From an optimization exercise on the open Yosys and OpenROAD flow, aimed at small area, a short achievable clock period and few clock cycles per item; shortcuts taken in it are not production practice. Only simulation tests tie the RTL to the original design; equivalence was not proved. Power and IR drop assume default switching activity.

==> flow/design.v (outline; a module is shown in full before it is edited, if it fits) <==
// module pj_dec_core: 2258 lines
// module pj_decoder: 44 lines
module pj_decoder (
    input  wire         clk,
    input  wire         rst,
    input  wire         in_valid,
    output wire         in_ready,
    input  wire [15:0]  rq,
    input  wire [5:0]   flen,
    input  wire [103:0] frame,
    output reg          out_valid,
    input  wire         out_ready,
    output reg  [4:0]   res,
    output reg          rnv_some,
    output reg          rnv_val,
    output reg  [191:0] rval
);
  // ...
==> flow/run.sh <==
#!/bin/bash
# synth_recipe.tcl (not shown) runs the flow's synth.tcl, then flattens the netlist and writes it again
# the make line also repeats each setting of config.mk as NAME=value (left out here)
make -C /OpenROAD-flow-scripts/flow DESIGN_CONFIG=/design/flow/config.mk WORK_HOME=/design/flow/orfs CLKGATE_MAP_FILE= SYNTH_SCRIPT=/design/flow/synth_recipe.tcl finish
==> flow/config.mk <==
export PLATFORM = sky130hd
export DESIGN_NAME = pj_decoder
export DESIGN_NICKNAME = pj_decoder
export VERILOG_FILES = /design/flow/design.v
export SDC_FILE = /design/flow/constraint.sdc
export NUM_CORES = 4
export LEC_CHECK = 0
export CAP_MARGIN = 20
export CORE_MARGIN = 2
export CORE_UTILIZATION = 40
export SLEW_MARGIN = 20
==> flow/constraint.sdc <==
create_clock -name core_clock -period 16.0 [get_ports {clk}]
set_input_delay 3.2000 -clock core_clock [delete_from_list [all_inputs] [get_ports {clk}]]
set_output_delay 3.2000 -clock core_clock [all_outputs]
set_load 0.01 [all_outputs]
==> run summary, run 1 <==
- Post-cts sizing count: 0
- Fraction of layout cells with a size suffix above 1: 0.0442
- Cell taking the most area after synthesis: edfxtp_1
- DR top layer: met5
- Warnings from Yosys: 2
- Worst-Skew Late Latency: between 0.4 and 0.5 ns
- R2r worst-path depth: 2
- Slew of the pin with the lowest slew margin: slightly below 1 ns
- Final core occ: 0.499
- WL met2: 23.3 mm
- Initial Utilization: 0.404
- Most frequent cells in the layout: clkdlybuf4s50_1 (268), nor2_1 (178), ha_1 (169)
- Clock sinks: 138
- CP max stage delay: between 0.7 and 0.8 ns
- Internal power: ~0.99 mW
- Final period util: 0.599
- Crit-path leading delay family: adder cells
- Largest power group: combinational cells
- Combinational share of power: 0.442
- Post-Synthesis Cells: between 1500 and 2000
- Static leakage power: just under 8 nW
- Combinational gate power: roughly 0.68 mW
- Post-synth EDFFs: ~140
- Die Wd: just under 200 µm
- Seq_cells: around 140
- Clk_buf instances: 23
- Synthesized area per cell: roughly 9 µm²
- Drt pass-1 iters: 5
- Std-Cell Rows: 71
- Initial antenna violation count: 3
- Routability cong.: 0.913
- Grt met2 use: 0.419
- Outcome: timing/DRC/antenna clean
Testbench counts, summed over its fixed seeds: cycles 8,008, items 8,000.
==> module pj_decoder, before the edit <==
module pj_decoder (
    input  wire         clk,
    input  wire         rst,
    input  wire         in_valid,
    output wire         in_ready,
    input  wire [15:0]  rq,
    input  wire [5:0]   flen,
    input  wire [103:0] frame,
    output reg          out_valid,
    input  wire         out_ready,
    output reg  [4:0]   res,
    output reg          rnv_some,
    output reg          rnv_val,
    output reg  [191:0] rval
);
    wire [4:0]   d_res;
    wire         d_rnv_some;
    wire         d_rnv_val;
    wire [191:0] d_rval;
    pj_dec_core u_core (
        .rq       (rq),
        .flen     (flen),
        .frame    (frame),
        .res      (d_res),
        .rnv_some (d_rnv_some),
        .rnv_val  (d_rnv_val),
        .rval     (d_rval)
    );
    assign in_ready = !out_valid || out_ready;
    always @(posedge clk) begin
        if (rst)
            out_valid <= 1'b0;
        else if (in_ready)
            out_valid <= in_valid;
    end
    always @(posedge clk) begin
        if (in_ready) begin
            res      <= d_res;
            rnv_some <= d_rnv_some;
            rnv_val  <= d_rnv_val;
            rval     <= d_rval;
        end
    end
endmodule
==> inputs of run 2 (changes only) <==
--- a/flow/design.v
+++ b/flow/design.v
@@ -1,11 +1,9 @@
-module pj_dec_core (
+module pj_dec_pre (
     input  wire [15:0]  rq,
     input  wire [5:0]   flen,
     input  wire [103:0] frame,
-    output wire [4:0]   res,
-    output wire         rnv_some,
-    output wire         rnv_val,
-    output wire [191:0] rval
+    output wire [8:0]   sel,       
+    output wire         arg_ok     
 );
     wire [7:0] f0  = frame[  7:  0];
     wire [7:0] f1  = frame[ 15:  8];
@@ -36,7 +34,7 @@
     wire aW = base & ~rq[10] & len3 & (cmd == 8'h75);        
     wire aR = base & ch0 & len8 & (cmd == 8'hB0);            
     wire aA = base & ch0 & len8 & (cmd == 8'hB9);            
-    wire arg_ok = aS | aT | aC | aG | aP | aB | aW | aR | aA;
+    assign arg_ok = aS | aT | aC | aG | aP | aB | aW | aR | aA;
     wire [7:0] x1  = f0 ^ f1;
     wire [7:0] x2  = x1 ^ f2;
     wire [7:0] x7  = (x1 ^ (f2 ^ f3)) ^ ((f4 ^ f5) ^ (f6 ^ f7));
@@ -46,7 +44,32 @@
     wire gC = aC & k2, gW = aW & k2;
     wire gR = aR & k7, gA = aA & k7;
     wire gB = aB & k12;
-    wire ck_ok = gS | gT | gG | gP | gC | gW | gR | gA | gB;
+    assign sel = {gA, gR, gW, gB, gP, gG, gC, gT, gS};
+endmodule
+module pj_dec_post (
+    input  wire [8:0]   sel,
+    input  wire         arg_ok,
+    input  wire [95:0]  pay,       
+    output wire [4:0]   res,
+    output wire         rnv_some,
+    output wire         rnv_val,
+    output wire [191:0] rval
+);
+    wire [7:0] f0  = pay[  7:  0];
+    wire [7:0] f1  = pay[ 15:  8];
+    wire [7:0] f2  = pay[ 23: 16];
+    wire [7:0] f3  = pay[ 31: 24];
+    wire [7:0] f4  = pay[ 39: 32];
+    wire [7:0] f5  = pay[ 47: 40];
+    wire [7:0] f6  = pay[ 55: 48];
+    wire [7:0] f7  = pay[ 63: 56];
+    wire [7:0] f8  = pay[ 71: 64];
+    wire [7:0] f9  = pay[ 79: 72];
+    wire [7:0] f10 = pay[ 87: 80];
+    wire [7:0] f11 = pay[ 95: 88];
+    wire gS = sel[0], gT = sel[1], gC = sel[2], gG = sel[3], gP = sel[4];
+    wire gB = sel[5], gW = sel[6], gR = sel[7], gA = sel[8];
+    wire ck_ok = |sel;
     function act_ok;
         input [7:0] c;
         act_ok = (c[7:5] == 3'd0) & (c[4] ? (c[3:0] != 4'd0) : (c[3:0] <= 4'd4));
@@ -2266,23 +2289,19 @@
     input  wire [103:0] frame,
     output reg          out_valid,
     input  wire         out_ready,
-    output reg  [4:0]   res,
-    output reg          rnv_some,
-    output reg          rnv_val,
-    output reg  [191:0] rval
+    output wire [4:0]   res,
+    output wire         rnv_some,
+    output wire         rnv_val,
+    output wire [191:0] rval
 );
-    wire [4:0]   d_res;
-    wire         d_rnv_some;
-    wire         d_rnv_val;
-    wire [191:0] d_rval;
-    pj_dec_core u_core (
-        .rq       (rq),
-        .flen     (flen),
-        .frame    (frame),
-        .res      (d_res),
-        .rnv_some (d_rnv_some),
-        .rnv_val  (d_rnv_val),
-        .rval     (d_rval)
+    wire [8:0] d_sel;
+    wire       d_arg_ok;
+    pj_dec_pre u_pre (
+        .rq     (rq),
+        .flen   (flen),
+        .frame  (frame),
+        .sel    (d_sel),
+        .arg_ok (d_arg_ok)
     );
     assign in_ready = !out_valid || out_ready;
     always @(posedge clk) begin
@@ -2291,12 +2310,23 @@
         else if (in_ready)
             out_valid <= in_valid;
     end
+    reg [8:0]  q_sel;
+    reg        q_arg_ok;
+    reg [95:0] q_pay;
     always @(posedge clk) begin
         if (in_ready) begin
-            res      <= d_res;
-            rnv_some <= d_rnv_some;
-            rnv_val  <= d_rnv_val;
-            rval     <= d_rval;
+            q_sel    <= d_sel;
+            q_arg_ok <= d_arg_ok;
+            q_pay    <= frame[95:0];
         end
     end
+    pj_dec_post u_post (
+        .sel      (q_sel),
+        .arg_ok   (q_arg_ok),
+        .pay      (q_pay),
+        .res      (res),
+        .rnv_some (rnv_some),
+        .rnv_val  (rnv_val),
+        .rval     (rval)
+    );
 endmodule
==> run summary, run 2 <==
- Rel. slew slack: 0.299
- Number of flip-flops in the largest register: 96
- Sequential cell area fraction in the yosys report: 0.225
- Initial antenna violation count: 4 (+1)
- Largest net degree at the start of global routing: 67
- Tot Pwr: roughly 1.5 mW
- Hold Crit Class: register to register
- Max cap viols: 0
- P&R area growth vs syn: 21.4%
- Synthesized area per cell: 8.44 µm² (-4.9%)
- Vias in the first global route: 13530
- CP Max Fanout: 20
- CP max stage delay: 0.81 ns (+0.09 ns)
- Final Skew: about 0.018 ns
- Static leakage power: 7.16 nW (-10%)
- Hold Fails Final Rpt: 0
- Avg WL per Cell: about 21 µm
- Primary FF master, synth: edfxtp_1
- CTS tree: built
- Die Span Y: ~200 µm
- Final period util: 0.673 (+0.0743)
- Number of fillers in the final layout: 3486
- Core ar.: ~36000 µm²
- Crit-path most repeated cell: ha_1
- # IOs: between 300 and 400
- Yosys reg bits: roughly 110
- Tmin final: between 10 and 15 ns
- Final ANT Viol Nets: 0
- Drt drc: 0
- Routability cong.: 0.934 (+2.3%)
- Cts hold-fix bufs: 0
- Initial DRC Count: around 1300
- VDD IR max: between 0.00004 and 0.00005 V
- Setup TNS: 0 ns
- Post-cts sizing count: 0 (unchanged)
- Port Buffers: around 270
- Fraction of layout cells with a size suffix above 1: 0.0446 (+0.000318)
- Drt pass-1 iters: 6 (+1)
- Synth area leaders: edfxtp_1 (22%), ha_1 (14%), xnor2_1 (7.5%)
- Ys async rst share: 0
- GRT Total Usage: 0.258
- Clock sinks: 112 (-19%)
- Routed via count: roughly 14000
- Synth top area share: 0.217
- Final setup violation count: 0
- PwrDens: around 80 nW/µm²
- H-Tree Level Count: 3
- Final slew viol count: 0
- First-pass GRT wire length: slightly below 80 mm
- Outcome: timing/DRC/antenna clean
- RSZ-0062 raised after global routing: false
- Crit-path leading delay family: adder cells
- Critical path's slowest cell: edfxtp_1
- Pre-CTS setup slack: around 5.4 ns
- Crit path launch type: register
- Root buf cell: clkbuf_16
- Total grt overflow: 0
- Total Nets Final: 2297
- Std-Cell Rows: 70 (-1.4%)
- PnR worst setup slack: about 5.2 ns
- Setup crit end kind: output pin
- Routed WL: roughly 50 mm
- Post-synth EDFFs: 106 (-23%)
- WP buf/inv: 3
- Post-CTS Setup Bufs: 0
- Most common cell after layout, fill and taps aside: clkdlybuf4s50_1
- Initial Utilization: 0.404 (-0.000498)
- Number of vias per cell: 5.69
- DP HPWL: a little over 40 mm
- Most frequent cells after synthesis: nor2_1 (191), ha_1 (170), xnor2_1 (126)
- Slew of the pin with the lowest slew margin: 1.05 ns (+0.0654 ns)
- Crit path cell chain: inv_1, ha_1, ha_1, fa_1, or2_2, ha_1, fa_1, or2_2, ha_1, fa_1, or2_2, ha_1, inv_1, fa_1, nor3_1, a21oi_1, o22ai_1, nand3_1, nor2_4, o21ai_1, o21bai_1, nand3_1, clkdlybuf4s50_1
- Setup Crit Path Kind: register to output pin
- CP Data Arrival Time: between 7 and 8 ns
- Warnings from Yosys: 2 (unchanged)
- Clk buf depth: 2
- Cell taking the most area after synthesis: edfxtp_1
- Synthesized area: 14700 µm²
- Distinct cells, synth: 97
- Most flop-heavy register: q_pay
- Most frequent cell after synthesis: nor2_1
- CTS Buf Count: 9
- Highest Clock Rate: 92.8 MHz
- Worst Path Required: 12.80 ns
- Reg clk slew, reported paths: roughly 0.10 ns
- Post-Synthesis Cells: 1742 (+2.3%)
- Die area: roughly 38000 µm²
- Most frequent cells in the layout: clkdlybuf4s50_1 (268), nor2_1 (191), ha_1 (170)
- Worst-Skew Late Latency: 0.38 ns (-0.09 ns)
- Die Wd: 196 µm (-1.3%)
## run 2: cell count changes in the layout (fill, tap and decap cells not counted), moves of 13 or more
cell | before | now
a211oi_1 | 7 | 23
o21ai_0 | 92 | 69
inv_1 | 135 | 122
xnor3_1 | 27 | 0
xor2_1 | 38 | 55
a22oi_1 | 39 | 25
buf_4 | 17 | 4
nor2_1 | 178 | 191
xnor2_1 | 90 | 126
edfxtp_1 | 137 | 106
nor3_1 | 33 | 46
o221ai_1 | 17 | 4
## run 2: kinds of logic (layout without fill, tap and decap cells)
logic type | count (synthesis) | after routing | share of synthesized area
and+or+nand+nor | 540 | 540 | 0.181
AOI/OAI and AO/OA | 446 | 446 | 0.207
other | 1 | 67 | 0.000255
DFF | 112 | 112 | 0.225
adders and majority gates | 197 | 197 | 0.181
muxes | 23 | 23 | 0.0167
xor gates and xnor gates | 181 | 181 | 0.108
buffers and inverters | 242 | 414 | 0.0812
## run 2: worst reg2reg max path, delay by kind of cell, from the launching register on
| family | cells | cell delay [ns] |
|---|---|---|
| and+or+nand+nor | 1 | 0.72 |
| DFF | 1 | 0.35 |
| buffers and inverters | 1 | 0.82 |
| AOI/OAI and AO/OA | 6 | 1.24 |
| muxes | 1 | 0.47 |
## run 2: through the flow
| step | area [µm²] | hold slack (ns) | cells | util |
|---|---|---|---|---|
| 6_report | 17800 | 1.26 | 2448 | 0.490 |
| 5_1_grt | 17800 | 1.34 | 2448 | 0.490 |
| 4_1_cts | 17800 | 1.23 | 2443 | 0.489 |
| 3_5_place_dp | 17500 | 1.18 | 2427 | 0.481 |
| 3_3_place_gp | 17500 | 1.22 | 2427 | 0.481 |
| 2_1_floorplan | 14900 | 0.846 | 1803 | - |
## run 2: layer usage
layer | wire length, µm | part of all wire | GRT usage | vias up
met1 | 22100 | 0.44 | 0.353 | 6613
li1 | - | - | - | 6640
met2 | 23100 | 0.46 | 0.418 | 593
met5 | 0 | 0 | 0 | -
met4 | 1680 | 0.033 | 0.0946 | 0
met3 | 3440 | 0.068 | 0.0337 | 77
## run 2: report_power, final
part	switching, mW	internal (mW)	leakage (nW)
registers	0.0403	0.344	1.16
logic	0.457	0.373	5.85
clock network	0.128	0.113	0.150
total	0.625	0.830	7.16
## run 2: path summary, 6_finish.rpt
path	startpoint	endpoint	slack [ns]	depth (start not counted)
worst max-delay path	q_pay[20]$_DFFE_PN_	rval[48]	5.22	23
worst min-delay path	out_valid$_SDFFE_PP0N_	out_valid$_SDFFE_PP0N_	1.26	2
worst max register to register	out_valid$_SDFFE_PP0N_	u_post.pwm_dl[0]$_DFF_P_	12.31	9
worst min register to register	out_valid$_SDFFE_PP0N_	out_valid$_SDFFE_PP0N_	1.26	2
## run 2: final cells by class
| cell class | instances | area (µm²) | share of cell area |
|---|---|---|---|
| sequential | 112 | 3300 | 0.185 |
| multi-input combinational | 1449 | 10500 | 0.586 |
| clock buffer | 9 | 225 | 0.0126 |
| timing repair buffer | 272 | 2710 | 0.152 |
| clock inverter | 7 | 81.3 | 0.00456 |
| inverter | 126 | 473 | 0.0265 |
| antenna | 5 | 12.5 | 0.000701 |
| tap | 468 | 586 | 0.0328 |
Testbench counts of run 2, summed over its fixed seeds: cycles 8,008, items 8,000.
==> inputs of run 3 (changes only) <==
--- a/flow/design.v
+++ b/flow/design.v
@@ -1,9 +1,11 @@
-module pj_dec_pre (
+module pj_dec_core (
     input  wire [15:0]  rq,
     input  wire [5:0]   flen,
     input  wire [103:0] frame,
-    output wire [8:0]   sel,       
-    output wire         arg_ok     
+    output wire [4:0]   res,
+    output wire         rnv_some,
+    output wire         rnv_val,
+    output wire [191:0] rval
 );
     wire [7:0] f0  = frame[  7:  0];
     wire [7:0] f1  = frame[ 15:  8];
@@ -34,7 +36,7 @@
     wire aW = base & ~rq[10] & len3 & (cmd == 8'h75);        
     wire aR = base & ch0 & len8 & (cmd == 8'hB0);            
     wire aA = base & ch0 & len8 & (cmd == 8'hB9);            
-    assign arg_ok = aS | aT | aC | aG | aP | aB | aW | aR | aA;
+    wire arg_ok = aS | aT | aC | aG | aP | aB | aW | aR | aA;
     wire [7:0] x1  = f0 ^ f1;
     wire [7:0] x2  = x1 ^ f2;
     wire [7:0] x7  = (x1 ^ (f2 ^ f3)) ^ ((f4 ^ f5) ^ (f6 ^ f7));
@@ -44,59 +46,109 @@
     wire gC = aC & k2, gW = aW & k2;
     wire gR = aR & k7, gA = aA & k7;
     wire gB = aB & k12;
-    assign sel = {gA, gR, gW, gB, gP, gG, gC, gT, gS};
-endmodule
-module pj_dec_post (
-    input  wire [8:0]   sel,
-    input  wire         arg_ok,
-    input  wire [95:0]  pay,       
-    output wire [4:0]   res,
-    output wire         rnv_some,
-    output wire         rnv_val,
-    output wire [191:0] rval
-);
-    wire [7:0] f0  = pay[  7:  0];
-    wire [7:0] f1  = pay[ 15:  8];
-    wire [7:0] f2  = pay[ 23: 16];
-    wire [7:0] f3  = pay[ 31: 24];
-    wire [7:0] f4  = pay[ 39: 32];
-    wire [7:0] f5  = pay[ 47: 40];
-    wire [7:0] f6  = pay[ 55: 48];
-    wire [7:0] f7  = pay[ 63: 56];
-    wire [7:0] f8  = pay[ 71: 64];
-    wire [7:0] f9  = pay[ 79: 72];
-    wire [7:0] f10 = pay[ 87: 80];
-    wire [7:0] f11 = pay[ 95: 88];
-    wire gS = sel[0], gT = sel[1], gC = sel[2], gG = sel[3], gP = sel[4];
-    wire gB = sel[5], gW = sel[6], gR = sel[7], gA = sel[8];
-    wire ck_ok = |sel;
+    wire ck_ok = gS | gT | gG | gP | gC | gW | gR | gA | gB;
     function act_ok;
         input [7:0] c;
-        act_ok = (c[7:5] == 3'd0) & (c[4] ? (c[3:0] != 4'd0) : (c[3:0] <= 4'd4));
+        act_ok = (c[7:5] == 3'd0) &
+                 (c[4] ? (c[3:0] != 4'd0) : (~c[3] & (~c[2] | (~c[1] & ~c[0]))));
+    endfunction
+    wire unkB = ~(act_ok(f0) & act_ok(f2) & act_ok(f4) &
+                  act_ok(f6) & act_ok(f8) & act_ok(f10));
+    function ge60;           
+        input [5:0] x;
+        ge60 = &x[5:2];
+    endfunction
+    wire sec_bad = ge60(f0[5:0]);
+    wire min_bad = ge60(f1[5:0]);
+    wire unkR = sec_bad | min_bad |
+                (~f2[6] & ((f2[4] & f2[3]) | f2[5])) |                           
+                ( f2[6] & ((f2[4:0] == 5'd0) |
+                           f2[4] | (f2[3] & f2[2] & (f2[1] | f2[0])))) |         
+                (f3[2:0] == 3'd0) | (f4[4:0] == 5'd0) |
+                (f5[3:0] == 4'd0) | (f5[3] & f5[2] & (f5[1] | f5[0])) |          
+                (f6[6] & f6[5] & (f6[4] | f6[3] | f6[2]));                        
+    function [1:0] sat_add;
+        input [1:0] a;
+        input [1:0] b;
+        sat_add = {a[1] | b[1] | (a[0] & b[0]), (a[0] ^ b[0]) | (a[1] & b[1]) |
+                   (a[1] & b[0]) | (a[0] & b[1])};
+    endfunction
+    function [1:0] cnt8;
+        input [7:0] m;
+        cnt8 = sat_add(sat_add(sat_add({1'b0, m[0]}, {1'b0, m[1]}),
+                               sat_add({1'b0, m[2]}, {1'b0, m[3]})),
+                       sat_add(sat_add({1'b0, m[4]}, {1'b0, m[5]}),
+                               sat_add({1'b0, m[6]}, {1'b0, m[7]})));
+    endfunction
+    wire       dom  = f6[0];
+    wire       per  = f6[1];
+    wire       h12  = f6[2];
+    wire [1:0] hc = sat_add(sat_add(cnt8(f2), cnt8(f3)), cnt8(f4));
+    wire       h_all = &{f4, f3, f2};
+    wire       h_one = (hc == 2'd1);
+    wire       h_two = (hc == 2'd2);
+    wire       h_pm  = (f3[7:4] != 4'd0) | (f4 != 8'd0);
+    wire       unkAh = ~(h_all | h_one | (h_two & ~h12));
+    wire [2:0] hcode = h_all ? 3'd4 : h_two ? 3'd3 : ~h12 ? 3'd0 : h_pm ? 3'd2 : 3'd1;
+    wire       h12v  = h_one & h12;
+    wire [6:0] b5 = f5[6:0];
+    wire [1:0] dc = cnt8({1'b0, b5});
+    wire       d_all = &b5;
+    wire       d_one = (dc == 2'd1);
+    wire       d_two = (dc == 2'd2);
+    wire       unkAd = dom ? ((b5[6:5] != 2'd0) | (b5[4:0] == 5'd0))
+                           : ~(d_all | d_one | d_two);
+    wire [1:0] dcode = dom ? 2'd0 : d_all ? 2'd3 : d_two ? 2'd2 : 2'd1;
+    wire unkA = sec_bad |
+                (per ? ((f1[5:0] == 6'd0) | (min_bad & (f1[1] | f1[0]))) : min_bad) |
+                unkAh | unkAd;
+    wire eB  = gB & unkB;
+    wire eRA = (gR & unkR) | (gA & unkA);
+    assign res = {2'b00, ~arg_ok | eB | eRA, arg_ok & (~ck_ok | eB), eRA};
+    wire oS = gS, oT = gT, oC = gC, oG = gG, oP = gP, oW = gW;
+    wire oB = gB & ~unkB;
+    wire oR = gR & ~unkR;
+    wire oA = gA & ~unkA;
+    assign rnv_some = oG;
+    assign rnv_val  = oG & f0[7];
+    function [13:0] radd;    
+        input [12:0] a, b;
+        integer i;
+        reg cy;
+        begin
+            cy = 1'b0;
+            for (i = 0; i < 13; i = i + 1) begin
+                radd[i] = a[i] ^ b[i] ^ cy;
+                cy = (a[i] & b[i]) | (cy & (a[i] ^ b[i]));
+            end
+            radd[13] = cy;
+        end
     endfunction
     function [14:0] scaled;
-        input [7:0] c;
+        input [4:0] c;
         input [7:0] x;
         reg s10, s100;
-        reg [10:0] x5;
-        reg [12:0] x25;
+        reg [13:0] x5, x25;
+        reg [12:0] ta, tb, tc;
         begin
             s10  = ~c[4] & ~c[2] & (c[1] ^ c[0]);
             s100 = ~c[4] & (c[2] | (c[1] & c[0]));
-            x5   = {3'b000, x} + {1'b0, x, 2'b00};
-            x25  = {2'b00, x5} + {x5, 2'b00};
-            scaled = s100 ? {x25, 2'b00} :
-                     s10  ? {3'b000, x5, 1'b0} : {7'd0, x};
+            x5   = radd({5'd0, x}, {3'd0, x, 2'b00});
+            ta   = {5'd0, x};
+            tb   = {2'd0, x, 3'd0};
+            tc   = {1'b0, x, 4'd0};
+            x25  = radd(ta ^ tb ^ tc, {((ta & tb) | (ta & tc) | (tb & tc)), 1'b0});
+            scaled = ({15{s100}} & {x25[12:0], 2'b00}) |
+                     ({15{s10}}  & {3'b000, x5[10:0], 1'b0}) |
+                     ({15{~s10 & ~s100}} & {7'd0, x});
         end
     endfunction
-    wire unkB = ~(act_ok(f0) & act_ok(f2) & act_ok(f4) &
-                  act_ok(f6) & act_ok(f8) & act_ok(f10));
-    wire [14:0] bp0 = scaled(f0,  f1);
-    wire [14:0] bp1 = scaled(f2,  f3);
-    wire [14:0] bp2 = scaled(f4,  f5);
-    wire [14:0] bp3 = scaled(f6,  f7);
-    wire [14:0] bp4 = scaled(f8,  f9);
-    wire [14:0] bp5 = scaled(f10, f11);
+    wire [14:0] bp0 = scaled(f0[4:0],  f1);
+    wire [14:0] bp1 = scaled(f2[4:0],  f3);
+    wire [14:0] bp2 = scaled(f4[4:0],  f5);
+    wire [14:0] bp3 = scaled(f6[4:0],  f7);
+    wire [14:0] bp4 = scaled(f8[4:0],  f9);
+    wire [14:0] bp5 = scaled(f10[4:0], f11);
     wire [9:0] raw = {f1[1:0], f0};
     reg  [2:0] pwm_dh;
     reg  [1:0] pwm_dl;
@@ -2160,26 +2212,21 @@
     end
     wire [4:0] pwm_d = {pwm_dh, pwm_dl};
     wire [9:0] duty = raw - {5'd0, pwm_d};
-    wire unkR = (f0[5:0] > 6'd59) | (f1[5:0] > 6'd59) |
-                (~f2[6] & ((f2[4:0] > 5'd23) | f2[5])) |
-                ( f2[6] & ((f2[4:0] == 5'd0) | (f2[4:0] > 5'd12))) |
-                (f3[2:0] == 3'd0) | (f4[4:0] == 5'd0) |
-                (f5[3:0] == 4'd0) | (f5[3:0] > 4'd12) |
-                (f6[6:0] > 7'd99);
     wire [1:0]  r_kind = {f2[6] & f2[5], f2[6] & ~f2[5]};
-    wire [11:0] r_year = 12'd2000 + {5'd0, f6[6:0]};
-    function [1:0] sat_add;
-        input [1:0] a;
-        input [1:0] b;
-        sat_add = ({1'b0, a} + {1'b0, b} > 3'd3) ? 2'd3 : (a + b);
-    endfunction
-    function [1:0] cnt8;
-        input [7:0] m;
-        cnt8 = sat_add(sat_add(sat_add({1'b0, m[0]}, {1'b0, m[1]}),
-                               sat_add({1'b0, m[2]}, {1'b0, m[3]})),
-                       sat_add(sat_add({1'b0, m[4]}, {1'b0, m[5]}),
-                               sat_add({1'b0, m[6]}, {1'b0, m[7]})));
-    endfunction
+    reg  [7:0]  r_yhi;
+    always @* begin
+        case (f6[6:4])
+            3'd0: r_yhi = 8'd125;
+            3'd1: r_yhi = 8'd126;
+            3'd2: r_yhi = 8'd127;
+            3'd3: r_yhi = 8'd128;
+            3'd4: r_yhi = 8'd129;
+            3'd5: r_yhi = 8'd130;
+            3'd6: r_yhi = 8'd131;
+            default: r_yhi = 8'd132;
+        endcase
+    end
+    wire [11:0] r_year = {r_yhi, f6[3:0]};
     function [2:0] lo8;
         input [7:0] m;
         lo8 = m[0] ? 3'd0 : m[1] ? 3'd1 : m[2] ? 3'd2 : m[3] ? 3'd3 :
@@ -2190,49 +2237,36 @@
         hi8 = m[7] ? 3'd7 : m[6] ? 3'd6 : m[5] ? 3'd5 : m[4] ? 3'd4 :
               m[3] ? 3'd3 : m[2] ? 3'd2 : m[1] ? 3'd1 : 3'd0;
     endfunction
-    wire        dom  = f6[0];
-    wire        per  = f6[1];
-    wire        h12  = f6[2];
-    wire [1:0] hc = sat_add(sat_add(cnt8(f2), cnt8(f3)), cnt8(f4));
-    wire       h_all = &{f4, f3, f2};
-    wire       h_one = (hc == 2'd1);
-    wire       h_two = (hc == 2'd2);
-    wire       nz2 = |f2, nz3 = |f3;
-    wire       nz4 = |f4;
-    wire [4:0] hlo = nz2 ? {2'b00, lo8(f2)} : nz3 ? {2'b01, lo8(f3)} : {2'b10, lo8(f4)};
-    wire [4:0] hhi = nz4 ? {2'b10, hi8(f4)} : nz3 ? {2'b01, hi8(f3)} : {2'b00, hi8(f2)};
-    wire       h_pm = (hlo >= 5'd12);
-    wire [4:0] h_m12 = h_pm ? hlo - 5'd12 : hlo;
-    wire [4:0] h_12 = (h_m12 == 5'd0) ? 5'd12 : h_m12;
-    wire       unkAh = ~(h_all | h_one | (h_two & ~h12));
-    wire [2:0] a_hcode = h_all ? 3'd4 : h_two ? 3'd3 :
-                         ~h12 ? 3'd0 : h_pm ? 3'd2 : 3'd1;
-    wire [4:0] a_hval  = h_all ? 5'd0 : (h_one & h12) ? h_12 : hlo;
-    wire [4:0] a_hhi   = h_two ? hhi : 5'd0;
-    wire [6:0] b5 = f5[6:0];
-    wire [1:0] dc = cnt8({1'b0, b5});
-    wire       d_all = &b5;
-    wire       d_one = (dc == 2'd1);
-    wire       d_two = (dc == 2'd2);
-    wire [2:0] dlo = lo8({1'b0, b5});
-    wire [2:0] dhi = hi8({1'b0, b5});
-    wire       unkAd = dom ? ((b5[6:5] != 2'd0) | (b5[4:0] == 5'd0))
-                           : ~(d_all | d_one | d_two);
-    wire [1:0] a_dcode = dom ? 2'd0 : d_all ? 2'd3 : d_two ? 2'd2 : 2'd1;
-    wire [4:0] a_d7    = dom ? b5[4:0] : d_all ? 5'd0 : {2'b00, dlo} + 5'd1;
-    wire [2:0] a_d8    = (~dom & d_two) ? dhi + 3'd1 : 3'd0;
-    wire unkA = (f0[5:0] > 6'd59) |
-                (per ? ((f1[5:0] == 6'd0) | (f1[5:0] > 6'd60)) : (f1[5:0] > 6'd59)) |
-                unkAh | unkAd;
-    wire oS = gS, oT = gT, oC = gC, oG = gG, oP = gP, oW = gW;
-    wire oB = gB & ~unkB;
-    wire oR = gR & ~unkR;
-    wire oA = gA & ~unkA;
-    wire eB = gB & unkB;
-    wire eRA = (gR & unkR) | (gA & unkA);
-    assign res      = {2'b00, ~arg_ok | eB | eRA, arg_ok & (~ck_ok | eB), eRA};
-    assign rnv_some = oG;
-    assign rnv_val  = oG & f0[7];
+    wire [4:0] hlo = (f2 != 8'd0) ? {2'b00, lo8(f2)} :
+                     (f3 != 8'd0) ? {2'b01, lo8(f3)} : {2'b10, lo8(f4)};
+    wire [4:0] hhi = (f4 != 8'd0) ? {2'b10, hi8(f4)} :
+                     (f3 != 8'd0) ? {2'b01, hi8(f3)} : {2'b00, hi8(f2)};
+    reg  [4:0] h_12;
+    always @* begin
+        case (hlo)
+            5'd0:  h_12 = 5'd12;
+            5'd13: h_12 = 5'd1;
+            5'd14: h_12 = 5'd2;
+            5'd15: h_12 = 5'd3;
+            5'd16: h_12 = 5'd4;
+            5'd17: h_12 = 5'd5;
+            5'd18: h_12 = 5'd6;
+            5'd19: h_12 = 5'd7;
+            5'd20: h_12 = 5'd8;
+            5'd21: h_12 = 5'd9;
+            5'd22: h_12 = 5'd10;
+            5'd23: h_12 = 5'd11;
+            default: h_12 = hlo;
+        endcase
+    end
+    wire [4:0] a_hval = hcode[2] ? 5'd0 : h12v ? h_12 : hlo;
+    wire [4:0] a_hhi  = (hcode == 3'd3) ? hhi : 5'd0;
+    wire [2:0] dlo1 = b5[0] ? 3'd1 : b5[1] ? 3'd2 : b5[2] ? 3'd3 : b5[3] ? 3'd4 :
+                      b5[4] ? 3'd5 : b5[5] ? 3'd6 : 3'd7;
+    wire [2:0] dhi1 = b5[6] ? 3'd7 : b5[5] ? 3'd6 : b5[4] ? 3'd5 : b5[3] ? 3'd4 :
+                      b5[2] ? 3'd3 : b5[1] ? 3'd2 : 3'd1;
+    wire [4:0] a_d7 = dom ? b5[4:0] : (dcode == 2'd3) ? 5'd0 : {2'b00, dlo1};
+    wire [2:0] a_d8 = (dcode == 2'd2) ? dhi1 : 3'd0;
     wire [15:0] v0, v1, v2, v3, v4, v5, v6, v7, v8, v9, v10, v11;
     wire oTCP = oT | oC | oP;
     assign v0[0]     = ((oS | oG | oTCP | oB | oR | oA) & f0[0]) | (oW & duty[0]);
@@ -2250,8 +2284,8 @@
     assign v2[5]     = oA & f1[5];
     assign v2[15:6]  = 10'd0;
     assign v3[1:0]   = ({2{oS}} & f0[5:4]) | ({2{oB}} & bp1[1:0]) | ({2{oR}} & f2[1:0]) |
-                       ({2{oA}} & a_hcode[1:0]);
-    assign v3[2]     = (oB & bp1[2]) | (oR & f2[2]) | (oA & a_hcode[2]);
+                       ({2{oA}} & hcode[1:0]);
+    assign v3[2]     = (oB & bp1[2]) | (oR & f2[2]) | (oA & hcode[2]);
     assign v3[4:3]   = ({2{oB}} & bp1[4:3]) | ({2{oR}} & f2[4:3]);
     assign v3[14:5]  = {10{oB}} & bp1[14:5];
     assign v3[15]    = 1'b0;
@@ -2263,7 +2297,7 @@
     assign v5[4:0]   = ({5{oB}} & bp2[4:0]) | ({5{oR}} & f4[4:0]) | ({5{oA}} & a_hhi);
     assign v5[14:5]  = {10{oB}} & bp2[14:5];
     assign v5[15]    = 1'b0;
-    assign v6[1:0]   = ({2{oB}} & f6[1:0]) | ({2{oR}} & f5[1:0]) | ({2{oA}} & a_dcode);
+    assign v6[1:0]   = ({2{oB}} & f6[1:0]) | ({2{oR}} & f5[1:0]) | ({2{oA}} & dcode);
     assign v6[3:2]   = ({2{oB}} & f6[3:2]) | ({2{oR}} & f5[3:2]);
     assign v6[4]     = oB & f6[4];
     assign v6[15:5]  = 11'd0;
@@ -2289,19 +2323,23 @@
     input  wire [103:0] frame,
     output reg          out_valid,
     input  wire         out_ready,
-    output wire [4:0]   res,
-    output wire         rnv_some,
-    output wire         rnv_val,
-    output wire [191:0] rval
+    output reg  [4:0]   res,
+    output reg          rnv_some,
+    output reg          rnv_val,
+    output reg  [191:0] rval
 );
-    wire [8:0] d_sel;
-    wire       d_arg_ok;
-    pj_dec_pre u_pre (
-        .rq     (rq),
-        .flen   (flen),
-        .frame  (frame),
-        .sel    (d_sel),
-        .arg_ok (d_arg_ok)
+    wire [4:0]   d_res;
+    wire         d_rnv_some;
+    wire         d_rnv_val;
+    wire [191:0] d_rval;
+    pj_dec_core u_core (
+        .rq       (rq),
+        .flen     (flen),
+        .frame    (frame),
+        .res      (d_res),
+        .rnv_some (d_rnv_some),
+        .rnv_val  (d_rnv_val),
+        .rval     (d_rval)
     );
     assign in_ready = !out_valid || out_ready;
     always @(posedge clk) begin
@@ -2310,23 +2348,12 @@
         else if (in_ready)
             out_valid <= in_valid;
     end
-    reg [8:0]  q_sel;
-    reg        q_arg_ok;
-    reg [95:0] q_pay;
     always @(posedge clk) begin
         if (in_ready) begin
-            q_sel    <= d_sel;
-            q_arg_ok <= d_arg_ok;
-            q_pay    <= frame[95:0];
+            res      <= d_res;
+            rnv_some <= d_rnv_some;
+            rnv_val  <= d_rnv_val;
+            rval     <= d_rval;
         end
     end
-    pj_dec_post u_post (
-        .sel      (q_sel),
-        .arg_ok   (q_arg_ok),
-        .pay      (q_pay),
-        .res      (res),
-        .rnv_some (rnv_some),
-        .rnv_val  (rnv_val),
-        .rval     (rval)
-    );
 endmodule
==> run summary, run 3 <==
- RSZ-0062 raised after global routing: false
- Distinct cells, synth: 82 (-15%)
- Hold Crit Class: register to register
- Final Skew: 0.00731 ns (-0.0109 ns)
- Setup crit end kind: register
- Rel. slew slack: 0.285 (-0.0147)
- Synthesized area per cell: 9.96 µm² (+18%)
- Worst-Skew Late Latency: 0.44 ns (+0.06 ns)
- Outcome: timing/DRC/antenna clean
- Multi-input gate area: 8890 µm² (-15%)
- Synth area leaders: edfxtp_1 (29%), fa_1 (13%), ha_1 (11%)
- Drt drc: 0 (unchanged)
- Placed instance count: 2087 (-14%)
- Hold Fails Final Rpt: 0 (unchanged)
- Reg clk slew, reported paths: 0.07 ns (-0.03 ns)
- Worst r2r dst: rval[99]$_DFFE_PP_
- Most flop-heavy register: rval
- Slew of the pin with the lowest slew margin: 1.07 ns (+0.0178 ns)
- Final ANT Viol Nets: 0 (unchanged)
- Worst flop-to-flop path startpoint: out_valid$_SDFFE_PP0P_
- CP max stage delay: 0.76 ns (-0.05 ns)
- Worst Path Required: 16.26 ns (+3.46 ns)
- CP Max Fanout: 10 (-50%)
- Yosys reg bits: 138 (+23%)
- Vias in the first global route: 12040 (-11%)
- CTS Buf Count: 17 (+8)
- Routed via count: 11922 (-14%)
- H-Tree Level Count: 4 (+1)
- Cell Count, Final, Fillers Out: 2121 (-13%)
- Hold Path Origin: out_valid$_SDFFE_PP0P_
- Routability cong.: 0.940 (+0.60%)
- Final core occ: 0.507 (+0.0169)
- Std-Cell Rows: 68 (-2.9%)
- Setup Crit Path Kind: input port to register
- Cts hold-fix bufs: 0 (unchanged)
- Crit path cell chain: clkdlybuf4s50_1, inv_1, ha_1, ha_1, or3_1, a2111oi_0, o21bai_1, ha_1, nand2b_1, ha_1, a31o_2, or4_1, a211oi_1, o2111ai_1, buf_4, nor2_1, a222oi_1, o21ai_0
- Post-synth EDFFs: 137 (+29%)
- Largest net degree at the start of global routing: 65 (-3.0%)
- Total Nets Final: 1996 (-13%)
- Clock sinks: 138 (+23%)
- Post-Synthesis Cells: 1417 (-19%)
- Synthesized area: 14100 µm² (-4.0%)
- Clk buf depth: 2 (unchanged)
- Synth top area share: 0.292 (+0.0751)
- Tot Pwr: 1.25 mW (-14%)
- Hold endpoint: res[0]$_DFFE_PP_
- Ys async rst share: 0 (unchanged)
- Final setup violation count: 0 (unchanged)
- Highest Clock Rate: 115 MHz (+24%)
- R2r worst-path depth: 3 (-6)
- Total grt overflow: 0 (unchanged)
- DP HPWL: 38.0 mm (-7.5%)
- Crit path launch type: input port
- FF/Latch Area: 4130 µm² (+25%)
- Initial antenna violation count: 2 (-2)
- P&R area growth vs syn: 24.4%
- Most frequent cells after synthesis: inv_1 (156), edfxtp_1 (137), nor2_1 (136)
- Initial DRC Count: 1002 (-22%)
- Number of flip-flops in the largest register: 132 (+38%)
- First-pass GRT wire length: 73.3 mm (-4.6%)
- CTS tree: built
- Die Wd: 192 µm (-2.0%)
- Static leakage power: 7.50 nW (+4.8%)
- Number of vias per cell: 5.62 (-1.2%)
- Warnings from Yosys: 2 (unchanged)
- Die Span Y: 192 µm (-2.0%)
- Sequential cell area fraction in the yosys report: 0.293 (+0.0683)
- Final slew viol count: 0 (unchanged)
- Initial Utilization: 0.407 (+0.00393)
- Die area: 36800 µm² (-4.0%)
- Core ar.: 34600 µm² (-5.0%)
- Most common cell after layout, fill and taps aside: clkdlybuf4s50_1
- Crit-path most repeated cell: ha_1
- Port Buffers: 268 (unchanged)
- Max cap viols: 0 (unchanged)
- Final period util: 0.543 (-0.130)
- Most frequent cells in the layout: clkdlybuf4s50_1 (268), inv_1 (156), edfxtp_1 (137)
- Critical path's slowest cell: clkdlybuf4s50_1
- Post-CTS Setup Bufs: 0 (unchanged)
- Root buf cell: clkbuf_16
- Avg WL per Cell: 22.9 µm (+11%)
- Setup TNS: 0 ns (unchanged)
- GRT Total Usage: 0.267 (+0.00879)
- Most frequent cell after synthesis: inv_1
- Worst hold path depth: 1 (-1)
- WP buf/inv: 3 (unchanged)
- CP Data Arrival Time: 8.96 ns (+1.38 ns)
- Routed WL: 48.5 mm (-3.6%)
- Number of fillers in the final layout: 3254 (-6.7%)
- VDD IR max: 0.0000779 V (+74%)
- Tmin final: 8.69 ns (-2.08 ns)
- Crit-path leading delay family: compound AO/OA/AOI/OAI gates
- # IOs: 331 (unchanged)
- Drt pass-1 iters: 8 (+2)
- Primary FF master, synth: edfxtp_1
- Cell taking the most area after synthesis: edfxtp_1
- PwrDens: 71.5 nW/µm² (-12%)
- Post-cts sizing count: 0 (unchanged)
- Reg2reg setup slack: 13.35 ns (+1.04 ns)
- Fraction of layout cells with a size suffix above 1: 0.0385 (-0.00607)
-- run 3: worst max-delay path by stage --
stage / startpoint / to / slack [ns] / cells after the start
after floorplan: out_ready / in_ready / 6.21 / 1
after global routing: frame[26] / rval[49]$_DFFE_PP_ / 7.00 / 18
after CTS: frame[27] / rval[49]$_DFFE_PP_ / 7.37 / 18
after detailed placement: frame[27] / rval[49]$_DFFE_PP_ / 6.92 / 18
after global placement: frame[27] / rval[49]$_DFFE_PP_ / 7.06 / 18
final: frame[27] / rval[49]$_DFFE_PP_ / 7.31 / 18
-- run 3: worst register-to-register path, stage by stage (launching register included) --
cell	delay [ns]
dfxtp_1	0.33
nand2b_4	0.45
buf_4	0.66
buf_4	0.77
-- run 3: layout make-up --
cell class | count | share of cell area
well taps | 455 | 0.0324
multi-input cells | 1054 | 0.507
diodes | 3 | 0.000428
inverters | 157 | 0.0336
repair buffers | 283 | 0.159
flip-flops and latches | 138 | 0.236
clock buffers | 19 | 0.0247
clock inverters | 12 | 0.00720
-- run 3: stage by stage --
stage / instance area (µm²) / setup slack [ns] / hold WS [ns]
2_1_floorplan: 14300 / 6.21 / 3.27
3_3_place_gp: 17000 / 7.06 / 1.03
3_5_place_dp: 17000 / 6.92 / 1.06
4_1_cts: 17500 / 7.37 / 1.06
5_1_grt: 17500 / 7.00 / 1.10
6_report: 17500 / 7.31 / 1.04
-- run 3: logic make-up after synthesis --
logic type / Yosys count / synth area share
AND/OR/NAND/NOR: 381 / 0.138
AO/OA/AOI/OAI: 315 / 0.153
buffers and inverters: 286 / 0.0943
adder cells (fa/ha/maj): 215 / 0.240
flip-flops: 138 / 0.293
XOR/XNOR: 79 / 0.0793
multiplexers: 2 / 0.00231
other: 1 / 0.000266
-- run 3: power by group --
| part | switching [mW] | internal (mW) | total, mW | leakage, nW |
|---|---|---|---|---|
| combinational | 0.240 | 0.202 | 0.442 | 5.64 |
| sequential | 0.00582 | 0.410 | 0.416 | 1.59 |
| clock | 0.169 | 0.228 | 0.397 | 0.264 |
| total | 0.415 | 0.840 | 1.25 | 7.50 |
-- run 3: routing by layer --
layer	wire length (µm)	GRT usage	part of all wire
met4	1500	0.0959	0.031
met3	3470	0.0433	0.072
met5	0	0	0
met2	23000	0.436	0.47
met1	20600	0.358	0.42
Testbench counts of run 3, summed over its fixed seeds: cycles 8,008, items 8,000.
==> inputs of run 4 (changes only) <==
--- a/flow/design.v
+++ b/flow/design.v
@@ -67,35 +67,36 @@
                 (f3[2:0] == 3'd0) | (f4[4:0] == 5'd0) |
                 (f5[3:0] == 4'd0) | (f5[3] & f5[2] & (f5[1] | f5[0])) |          
                 (f6[6] & f6[5] & (f6[4] | f6[3] | f6[2]));                        
-    function [1:0] sat_add;
-        input [1:0] a;
-        input [1:0] b;
-        sat_add = {a[1] | b[1] | (a[0] & b[0]), (a[0] ^ b[0]) | (a[1] & b[1]) |
-                   (a[1] & b[0]) | (a[0] & b[1])};
+    function [2:0] th_add;
+        input [2:0] a;
+        input [2:0] b;
+        th_add = {a[2] | b[2] | (a[1] & b[0]) | (a[0] & b[1]),
+                  a[1] | b[1] | (a[0] & b[0]),
+                  a[0] | b[0]};
     endfunction
-    function [1:0] cnt8;
+    function [2:0] cnt8;
         input [7:0] m;
-        cnt8 = sat_add(sat_add(sat_add({1'b0, m[0]}, {1'b0, m[1]}),
-                               sat_add({1'b0, m[2]}, {1'b0, m[3]})),
-                       sat_add(sat_add({1'b0, m[4]}, {1'b0, m[5]}),
-                               sat_add({1'b0, m[6]}, {1'b0, m[7]})));
+        cnt8 = th_add(th_add(th_add({2'b00, m[0]}, {2'b00, m[1]}),
+                             th_add({2'b00, m[2]}, {2'b00, m[3]})),
+                      th_add(th_add({2'b00, m[4]}, {2'b00, m[5]}),
+                             th_add({2'b00, m[6]}, {2'b00, m[7]})));
     endfunction
     wire       dom  = f6[0];
     wire       per  = f6[1];
     wire       h12  = f6[2];
-    wire [1:0] hc = sat_add(sat_add(cnt8(f2), cnt8(f3)), cnt8(f4));
+    wire [2:0] hc = th_add(th_add(cnt8(f2), cnt8(f3)), cnt8(f4));
     wire       h_all = &{f4, f3, f2};
-    wire       h_one = (hc == 2'd1);
-    wire       h_two = (hc == 2'd2);
+    wire       h_one = hc[0] & ~hc[1];
+    wire       h_two = hc[1] & ~hc[2];
     wire       h_pm  = (f3[7:4] != 4'd0) | (f4 != 8'd0);
     wire       unkAh = ~(h_all | h_one | (h_two & ~h12));
     wire [2:0] hcode = h_all ? 3'd4 : h_two ? 3'd3 : ~h12 ? 3'd0 : h_pm ? 3'd2 : 3'd1;
     wire       h12v  = h_one & h12;
     wire [6:0] b5 = f5[6:0];
-    wire [1:0] dc = cnt8({1'b0, b5});
+    wire [2:0] dc = cnt8({1'b0, b5});
     wire       d_all = &b5;
-    wire       d_one = (dc == 2'd1);
-    wire       d_two = (dc == 2'd2);
+    wire       d_one = dc[0] & ~dc[1];
+    wire       d_two = dc[1] & ~dc[2];
     wire       unkAd = dom ? ((b5[6:5] != 2'd0) | (b5[4:0] == 5'd0))
                            : ~(d_all | d_one | d_two);
     wire [1:0] dcode = dom ? 2'd0 : d_all ? 2'd3 : d_two ? 2'd2 : 2'd1;
@@ -2341,15 +2342,20 @@
         .rnv_val  (d_rnv_val),
         .rval     (d_rval)
     );
+    reg  out_valid_n;
+    wire load = out_valid_n || out_ready;
     assign in_ready = !out_valid || out_ready;
     always @(posedge clk) begin
-        if (rst)
-            out_valid <= 1'b0;
-        else if (in_ready)
-            out_valid <= in_valid;
+        if (rst) begin
+            out_valid   <= 1'b0;
+            out_valid_n <= 1'b1;
+        end else if (in_ready) begin
+            out_valid   <= in_valid;
+            out_valid_n <= !in_valid;
+        end
     end
     always @(posedge clk) begin
-        if (in_ready) begin
+        if (load) begin
             res      <= d_res;
             rnv_some <= d_rnv_some;
             rnv_val  <= d_rnv_val;
==> flow/flow/run.sh (new file) <==
#!/bin/bash
# The standard layout (standard.sh, unchanged synthesis and steps), with one
# change: the buffers that buffer_ports puts on every input and output port
# are sky130_fd_sc_hd__buf_2 cells instead of the cell it picks by default.
# make's full output goes to standard.log in this folder; each tool's own
# log is under orfs/logs/.
set -euo pipefail
export BUFFER_PORTS_ARGS="-buffer_cell sky130_fd_sc_hd__buf_2"
bash standard.sh > standard.log 2>&1
==> flow/standard.sh (new file) <==
#!/bin/bash
# synth_recipe.tcl (not shown) runs the flow's synth.tcl, then flattens the netlist and writes it again
# the make line also repeats each setting of config.mk as NAME=value (left out here)
make -C /OpenROAD-flow-scripts/flow DESIGN_CONFIG=/design/flow/config.mk WORK_HOME=/design/flow/orfs CLKGATE_MAP_FILE= SYNTH_SCRIPT=/design/flow/synth_recipe.tcl "${@:-finish}"
removed: flow/run.sh
==> run summary, run 4 <==
- Final ANT Viol Nets: 0 (unchanged)
- Warnings from Yosys: 2 (unchanged)
- Most frequent cells in the layout: buf_2 (268), inv_1 (159), nor2_1 (151)
- Worst hold path depth: 2 (+1)
- Reg2reg setup slack: 13.49 ns (+0.14 ns)
- Slew of the pin with the lowest slew margin: 0.949 ns (-0.116 ns)
- Synth top area share: 0.294 (+0.00208)
- Ys async rst share: 0 (unchanged)
- Rel. slew slack: 0.367 (+0.0825)
- Crit path cell chain: buf_2, inv_1, fa_1, inv_1, ha_1, fa_1, fa_1, fa_1, fa_1, fa_1, inv_1, fa_1, nor4_2
- Critical path's slowest cell: fa_1
- FF/Latch Area: 4150 µm² (+0.48%)
- Final setup violation count: 0 (unchanged)
- Hold endpoint: out_valid_n$_SDFFE_PP1P_
- Post-Synthesis Cells: 1460 (+3.0%)
- Std-Cell Rows: 68 (unchanged)
- Hold Fails Final Rpt: 0 (unchanged)
- CTS Buf Count: 17 (unchanged)
- Sequential cell area fraction in the yosys report: 0.297 (+0.00352)
- Avg WL per Cell: 21.5 µm (-5.8%)
- Synthesized area per cell: 9.59 µm² (-3.6%)
- Worst r2r dst: rval[15]$_DFFE_PP_
- Most common cell after layout, fill and taps aside: buf_2
- CTS tree: built
- Max cap viols: 0 (unchanged)
- Initial DRC Count: 1143 (+14%)
- Number of fillers in the final layout: 3426 (+5.3%)
- Core ar.: 34500 µm² (-0.25%)
- Routed via count: 12016 (+0.79%)
- Final slew viol count: 0 (unchanged)
- PwrDens: 73.8 nW/µm² (+3.2%)
- Hold Crit Class: register to register
- Routed WL: 46.1 mm (-4.9%)
- Most flop-heavy register: rval
- Post-route cell area: 15900 µm² (-9.2%)
- First-pass GRT wire length: 70.4 mm (-4.0%)
- Worst flop-to-flop path startpoint: out_valid_n$_SDFFE_PP1P_
- Tot Pwr: 1.18 mW (-6.3%)
- Setup Crit Path Kind: input port to register
- # IOs: 331 (unchanged)
- Total Nets Final: 1980 (-0.80%)
- Distinct cells, synth: 83 (+1.2%)
- Setup crit end kind: register
- Worst Path Required: 16.28 ns (+0.02 ns)
- Primary FF master, synth: edfxtp_1
- H-Tree Level Count: 4 (unchanged)
- Crit path launch type: input port
- Root buf cell: clkbuf_16
- Crit-path leading delay family: adder cells
- DP HPWL: 35.7 mm (-5.9%)
- WP buf/inv: 4 (+1)
- R2r worst-path depth: 3 (unchanged)
- Total grt overflow: 0 (unchanged)
- Cts hold-fix bufs: 0 (unchanged)
- Clk buf depth: 2 (unchanged)
- Highest Clock Rate: 143 MHz (+24%)
- Fraction of layout cells with a size suffix above 1: 0.196 (+0.158)
- Clock sinks: 139 (+0.72%)
- Final period util: 0.438 (-0.105)
- Post-synth EDFFs: 137 (unchanged)
- Setup TNS: 0 ns (unchanged)
- Post-CTS Setup Bufs: 0 (unchanged)
- Number of vias per cell: 5.61 (-0.11%)
- Die Wd: 191 µm (-0.35%)
- Hold Path Origin: out_valid_n$_SDFFE_PP1P_
- CP max stage delay: 0.58 ns (-0.18 ns)
- Cell Count, Final, Fillers Out: 2140 (+0.90%)
- Cell taking the most area after synthesis: edfxtp_1
- Largest net degree at the start of global routing: 73 (+12%)
- Outcome: timing/DRC/antenna clean
- Most frequent cells after synthesis: inv_1 (159), nor2_1 (151), edfxtp_1 (137)
- Synthesized area: 14000 µm² (-0.71%)
- Static leakage power: 7.51 nW (+0.15%)
- Crit-path most repeated cell: fa_1
- Drt pass-1 iters: 5 (-3)
- Die area: 36500 µm² (-0.69%)
- RSZ-0062 raised after global routing: false
- Initial Utilization: 0.406 (-0.00189)
- Vias in the first global route: 11918 (-1.0%)
- Reg clk slew, reported paths: 0.07 ns (about the same)
- CP Data Arrival Time: 7.29 ns (-1.67 ns)
- Initial antenna violation count: 2 (unchanged)
- Multi-input gate area: 8650 µm² (-2.7%)
- Tmin final: 7.01 ns (-1.68 ns)
- Drt drc: 0 (unchanged)
- Worst-Skew Late Latency: 0.46 ns (+0.02 ns)
- GRT Total Usage: 0.255 (-0.0115)
- Routability cong.: 0.967 (+2.9%)
- VDD IR max: 0.0000772 V (-0.91%)
- Die Span Y: 191 µm (-0.35%)
- Post-cts sizing count: 0 (unchanged)
- Most frequent cell after synthesis: inv_1
- Yosys reg bits: 139 (+0.72%)
- Synth area leaders: edfxtp_1 (29%), fa_1 (13%), ha_1 (7.8%)
- CP Max Fanout: 17 (+7)
- Dpl cell area: 15400 µm² (-9.5%)
- Placed instance count: 2108 (+1.0%)
- Number of flip-flops in the largest register: 132 (unchanged)
- Final Skew: 0.0214 ns (+0.0141 ns)
- P&R area growth vs syn: 13.7%
- Port Buffers: 268 (unchanged)
- Diode count: 0 (-3)
run 4: cell types whose count changed after synthesis, sizes merged, moves of 12 or more:
cell   delta
a21oi    +12
nand2    +34
nand3    +12
ha       -36
nor2     +16
run 4: worst max path at each step:
stage	startpoint	end	slack, ns	cells past startpoint
after CTS	frame[24]	rval[60]$_DFFE_PP_	9.01	13
after global routing	frame[28]	rval[67]$_DFFE_PP_	8.82	12
after floorplan	frame[26]	rval[61]$_DFFE_PP_	8.84	15
after detailed placement	frame[24]	rval[60]$_DFFE_PP_	8.54	13
after global placement	frame[24]	rval[60]$_DFFE_PP_	8.61	13
final	frame[24]	rval[60]$_DFFE_PP_	8.99	13
run 4: logic make-up after synthesis:
family                   Yosys count  share of synthesized area
multiplexers                       2                    0.00143
other                              1                   0.000268
AND/OR/NAND/NOR                  430                      0.150
buffers and inverters            303                      0.103
adder cells (fa/ha/maj)          182                      0.211
AO/OA/AOI/OAI                    324                      0.159
flip-flops                       139                      0.297
XOR/XNOR                          79                     0.0798
run 4: cell type report:
| cell class | count | share of cell area |
|---|---|---|
| multi-input combinational | 1079 | 0.543 |
| sequential | 139 | 0.261 |
| timing repair buffer | 275 | 0.0875 |
| inverter | 160 | 0.0377 |
| tap | 455 | 0.0357 |
| clock buffer | 17 | 0.0267 |
| clock inverter | 15 | 0.00840 |
run 4: power breakdown:
part	total [mW]	internal, mW	switching (mW)
logic	0.369	0.152	0.217
clock network	0.389	0.204	0.185
registers	0.418	0.413	0.00451
total	1.18	0.770	0.406
run 4: tightest hold or removal path, delay by kind of cell, from the launching register on:
family / cells / cell delay (ns)
simple gates: 2 / 0.10
flops: 1 / 0.31
run 4: per-stage QoR:
step	setup WS, ns	utilization	hold slack [ns]
6_report	8.99	0.461	0.450
4_1_cts	9.01	0.461	0.460
3_3_place_gp	8.61	0.445	0.433
3_5_place_dp	8.54	0.445	0.450
5_1_grt	8.82	0.461	0.476
2_1_floorplan	8.84	-	0.415
run 4: metal layers:
layer  track usage  wire length, µm
met5             0               27
met4        0.0941             1220
met3        0.0457             3360
met2         0.415            21600
met1         0.341            19900
Testbench counts of run 4, summed over its fixed seeds: cycles 8,008, items 8,000.
==> inputs of run 5 (changes only) <==
--- a/flow/config.mk
+++ b/flow/config.mk
@@ -7,5 +7,6 @@
 export LEC_CHECK = 0
 export CAP_MARGIN = 20
 export CORE_MARGIN = 2
-export CORE_UTILIZATION = 40
+export CORE_UTILIZATION = 65
+export CTS_BUF_LIST = sky130_fd_sc_hd__clkbuf_4 sky130_fd_sc_hd__clkbuf_8
 export SLEW_MARGIN = 20
==> run summary, run 5 <==
- Outcome: timing/DRC/antenna clean
- Synthesized area: 14000 µm² (unchanged)
- Total Nets Final: 1979 (-0.051%)
- Primary FF master, synth: edfxtp_1
- Initial antenna violation count: 5 (+3)
- Std-Cell Rows: 53 (-22%)
- DP HPWL: 33.0 mm (-7.6%)
- Yosys reg bits: 139 (unchanged)
- Post-Synthesis Cells: 1460 (unchanged)
- Post-cts sizing count: 0 (unchanged)
- Worst Path Required: 16.27 ns (about the same)
- Synth top area share: 0.294 (unchanged)
- Switching Fraction: 0.353 (+0.00798)
- Max cap viols: 0 (unchanged)
- Root buf cell: clkbuf_8
- H-Tree Level Count: 4 (unchanged)
- Final Skew: 0.0124 ns (-0.00899 ns)
- Most frequent cells in the layout: buf_2 (268), inv_1 (159), nor2_1 (151)
- Met3 GRT Util: 0.0925 (+0.0468)
- Grt met2 use: 0.606 (+0.191)
- Post-synth EDFFs: 137 (unchanged)
- CP Max Fanout: 16 (-1)
- Fraction of layout cells with a size suffix above 1: 0.196 (-0.000477)
- Drt pass-1 iters: 8 (+3)
- Final period util: 0.434 (-0.00408)
- Hold Fails Final Rpt: 0 (unchanged)
- VDD IR max: 0.0000507 V (-34%)
- Crit path cell chain: buf_2, inv_1, ha_1, and2_1, nand2_1, maj3_1, nor3_1, o21ai_0, a21boi_1, and3_1, nand2b_1, o32ai_1
- Setup TNS: 0 ns (unchanged)
- Power share of the clock group: 0.298 (-0.033)
- Synth area leaders: edfxtp_1 (29%), fa_1 (13%), ha_1 (7.8%)
- # IOs: 331 (unchanged)
- Most frequent cells after synthesis: inv_1 (159), nor2_1 (151), edfxtp_1 (137)
- Setup Crit Path Kind: input port to register
- Worst-Skew Late Latency: 0.49 ns (+0.03 ns)
- RSZ-0062 raised after global routing: false
- Core ar.: 21100 µm² (-39%)
- Internal power: 0.726 mW (-5.7%)
- Distinct cells, synth: 83 (unchanged)
- Final slew viol count: 0 (unchanged)
- Sequential cell area fraction in the yosys report: 0.297 (unchanged)
- Vias in the first global route: 12225 (+2.6%)
- Avg WL per Cell: 22.3 µm (+3.7%)
- Flop pwr share: 0.372 (+0.017)
- Post-CTS Setup Bufs: 0 (unchanged)
- Warnings from Yosys: 2 (unchanged)
- Reg clk slew, reported paths: 0.09 ns (+0.02 ns)
- GRT Total Usage: 0.387 (+0.132)
- Die area: 22700 µm² (-38%)
- Final ANT Viol Nets: 0 (unchanged)
- Number of flip-flops in the largest register: 132 (unchanged)
- Sw Pwr: 0.397 mW (-2.3%)
- CP max stage delay: 0.77 ns (+0.19 ns)
- P&R area growth vs syn: 11.1%
- Initial DRC Count: 1601 (+40%)
- CTS tree: built
- GR peak layer: met2
- Rel. slew slack: 0.272 (-0.0951)
- Ys async rst share: 0 (unchanged)
- Combinational share of power: 0.331 (+0.017)
- Clk buf depth: 2 (unchanged)
- Highest Clock Rate: 144 MHz (+0.94%)
- Routed WL: 43.8 mm (-4.9%)
- Most flop-heavy register: rval
- PwrDens: 72.1 nW/µm² (-2.3%)
- Drt drc: 0 (unchanged)
- CTS Buf Count: 17 (unchanged)
- Hold slack: 0.467 ns (+0.0174 ns)
- Hold Crit Class: register to register
- Total grt overflow: 0 (unchanged)
- Largest net degree at the start of global routing: 85 (+16%)
- Port Buffers: 268 (unchanged)
- Die Span Y: 151 µm (-21%)
- Critical path's slowest cell: and3_1
- Cts hold-fix bufs: 0 (unchanged)
- Most frequent cell after synthesis: inv_1
- Crit-path leading delay family: simple AND/OR/NAND/NOR gates
- Routed via count: 12694 (+5.6%)
- Setup crit end kind: register
- Initial Utilization: 0.664 (+0.259)
- Final setup violation count: 0 (unchanged)
- Cell taking the most area after synthesis: edfxtp_1
- Most common cell after layout, fill and taps aside: buf_2
- Met1 global-route usage: 0.511 (+0.170)
- Number of vias per cell: 6.47 (+15%)
- Synthesized area per cell: 9.59 µm² (unchanged)
- Static leakage power: 7.44 nW (-0.96%)
- Die Wd: 151 µm (-21%)
- Crit path launch type: input port
- Slew of the pin with the lowest slew margin: 1.09 ns (+0.143 ns)
- First-pass GRT wire length: 66.6 mm (-5.3%)
- Routability cong.: 0.976 (+0.96%)
- Tmin final: 6.95 ns (-0.0652 ns)
- Clock sinks: 139 (unchanged)
- WP buf/inv: 2 (-2)
- CP Data Arrival Time: 7.22 ns (-0.07 ns)
-- run 5: changes by cell type in the layout (fill, tap and decap cells not counted), sizes merged --
cell / before / now
clkinv: 6 / 2
bufinv: 0 / 3
diode: 0 / 3
buf: 275 / 274
clkbuf: 17 / 18
clkinvlp: 3 / 4
inv: 166 / 165
-- run 5: cell families after synthesis --
| group | after synthesis | share of synthesized area |
|---|---|---|
| flops | 139 | 0.297 |
| other cells | 1 | 0.000268 |
| compound gates | 324 | 0.159 |
| xor+xnor | 79 | 0.0798 |
| fa+ha+maj | 182 | 0.211 |
| buf+inv | 303 | 0.103 |
| mux | 2 | 0.00143 |
| simple gates | 430 | 0.150 |
-- run 5: power by group through the flow --
stage / sequential, mW / combinational (mW) / clock, mW
floorplan: 0.434 / 0.250 / 0
global placement: 0.425 / 0.351 / 0
detailed placement: 0.425 / 0.363 / 0
CTS: 0.417 / 0.365 / 0.331
global route: 0.418 / 0.410 / 0.343
finish: 0.417 / 0.372 / 0.334
-- run 5: final cells by class --
class                           count  area [µm²]
Antenna cell                        3        7.51
Multi-Input combinational cell   1079        8650
Tap cell                          275         344
Clock buffer                       18         241
Clock inverter                     14         181
Timing Repair Buffer              274        1390
Inverter                          160         601
Fill cell                        1570        5520
Sequential cell                   139        4150
-- run 5: per-layer routing --
metal	share of wire	wire length (µm)
met4	0.046	2030
met2	0.46	20200
met5	0.00059	26
met3	0.12	5150
met1	0.38	16400
-- run 5: through the flow --
| step | instance area (µm²) | util | setup slack (ns) | instances | power [mW] |
|---|---|---|---|---|---|
| 3_5_place_dp | 15100 | 0.718 | 8.52 | 1927 | 0.788 |
| 2_1_floorplan | 14200 | - | 8.84 | 1521 | 0.684 |
| 5_1_grt | 15600 | 0.738 | 8.88 | 1961 | 1.17 |
| 6_report | 15600 | 0.738 | 9.05 | 1962 | 1.12 |
| 4_1_cts | 15600 | 0.738 | 9.03 | 1959 | 1.11 |
| 3_3_place_gp | 15100 | 0.718 | 8.71 | 1927 | 0.776 |
-- run 5: worst register-to-register path, stage by stage, from the launching register on --
cell and delay (ns):
dfxtp_1 0.34, or2_4 0.73, buf_4 0.87
-- run 5: path summary, 6_finish.rpt --
path	startpoint	endpoint	slack [ns]	cells past startpoint
worst max-delay path	frame[28]	rval[68]$_DFFE_PP_	9.05	12
worst min-delay path	out_valid_n$_SDFFE_PP1P_	out_valid_n$_SDFFE_PP1P_	0.47	2
worst max register to register	out_valid_n$_SDFFE_PP1P_	rval[115]$_DFFE_PP_	13.58	2
worst min register to register	out_valid_n$_SDFFE_PP1P_	out_valid_n$_SDFFE_PP1P_	0.47	2

-- afterwards: timing with drivers on the ports --
The results above use ideal ports. As a check the final layouts listed here were re-extracted and re-timed, cells and wires unchanged.
Step 1: set_driving_cell puts a clkbuf_16 on clk and a buf_2 on each other input, an assumption about the parent block.
Step 2 also shifts input and output timing later by t, the mid clock arrival at the registers, as if the neighbouring blocks saw the same clock.
Slacks: no drivers / after step 1 / after step 2; pairs: no drivers / after step 1.
run | shift t [ns] | setup WS [ns] | worst hold slack (ns) | slew at the worst register clock pin (ns) | cell pins on the clock port's net
run 1 | 0.512 | 6.413 / 6.431 / 5.919 | 0.931 / 0.931 / 0.931 | 0.07 / 0.07 | 1
run 2 | 0.419 | 5.224 / 5.175 / 5.595 | 1.260 / 1.260 / 1.260 | 0.10 / 0.10 | 1
run 3 | 0.485 | 7.306 / 7.331 / 6.846 | 1.037 / 1.037 / 1.037 | 0.07 / 0.07 | 1
run 4 | 0.499 | 8.986 / 9.015 / 8.516 | 0.450 / 0.450 / 0.450 | 0.08 / 0.08 | 1
run 5 | 0.517 | 9.051 / 9.066 / 8.549 | 0.467 / 0.467 / 0.467 | 0.11 / 0.11 | 1
After both steps every run listed still meets setup and hold. The setup slack of run 5, which loses most, moves by +0.015 ns with the drivers and by -0.502 ns with both steps.
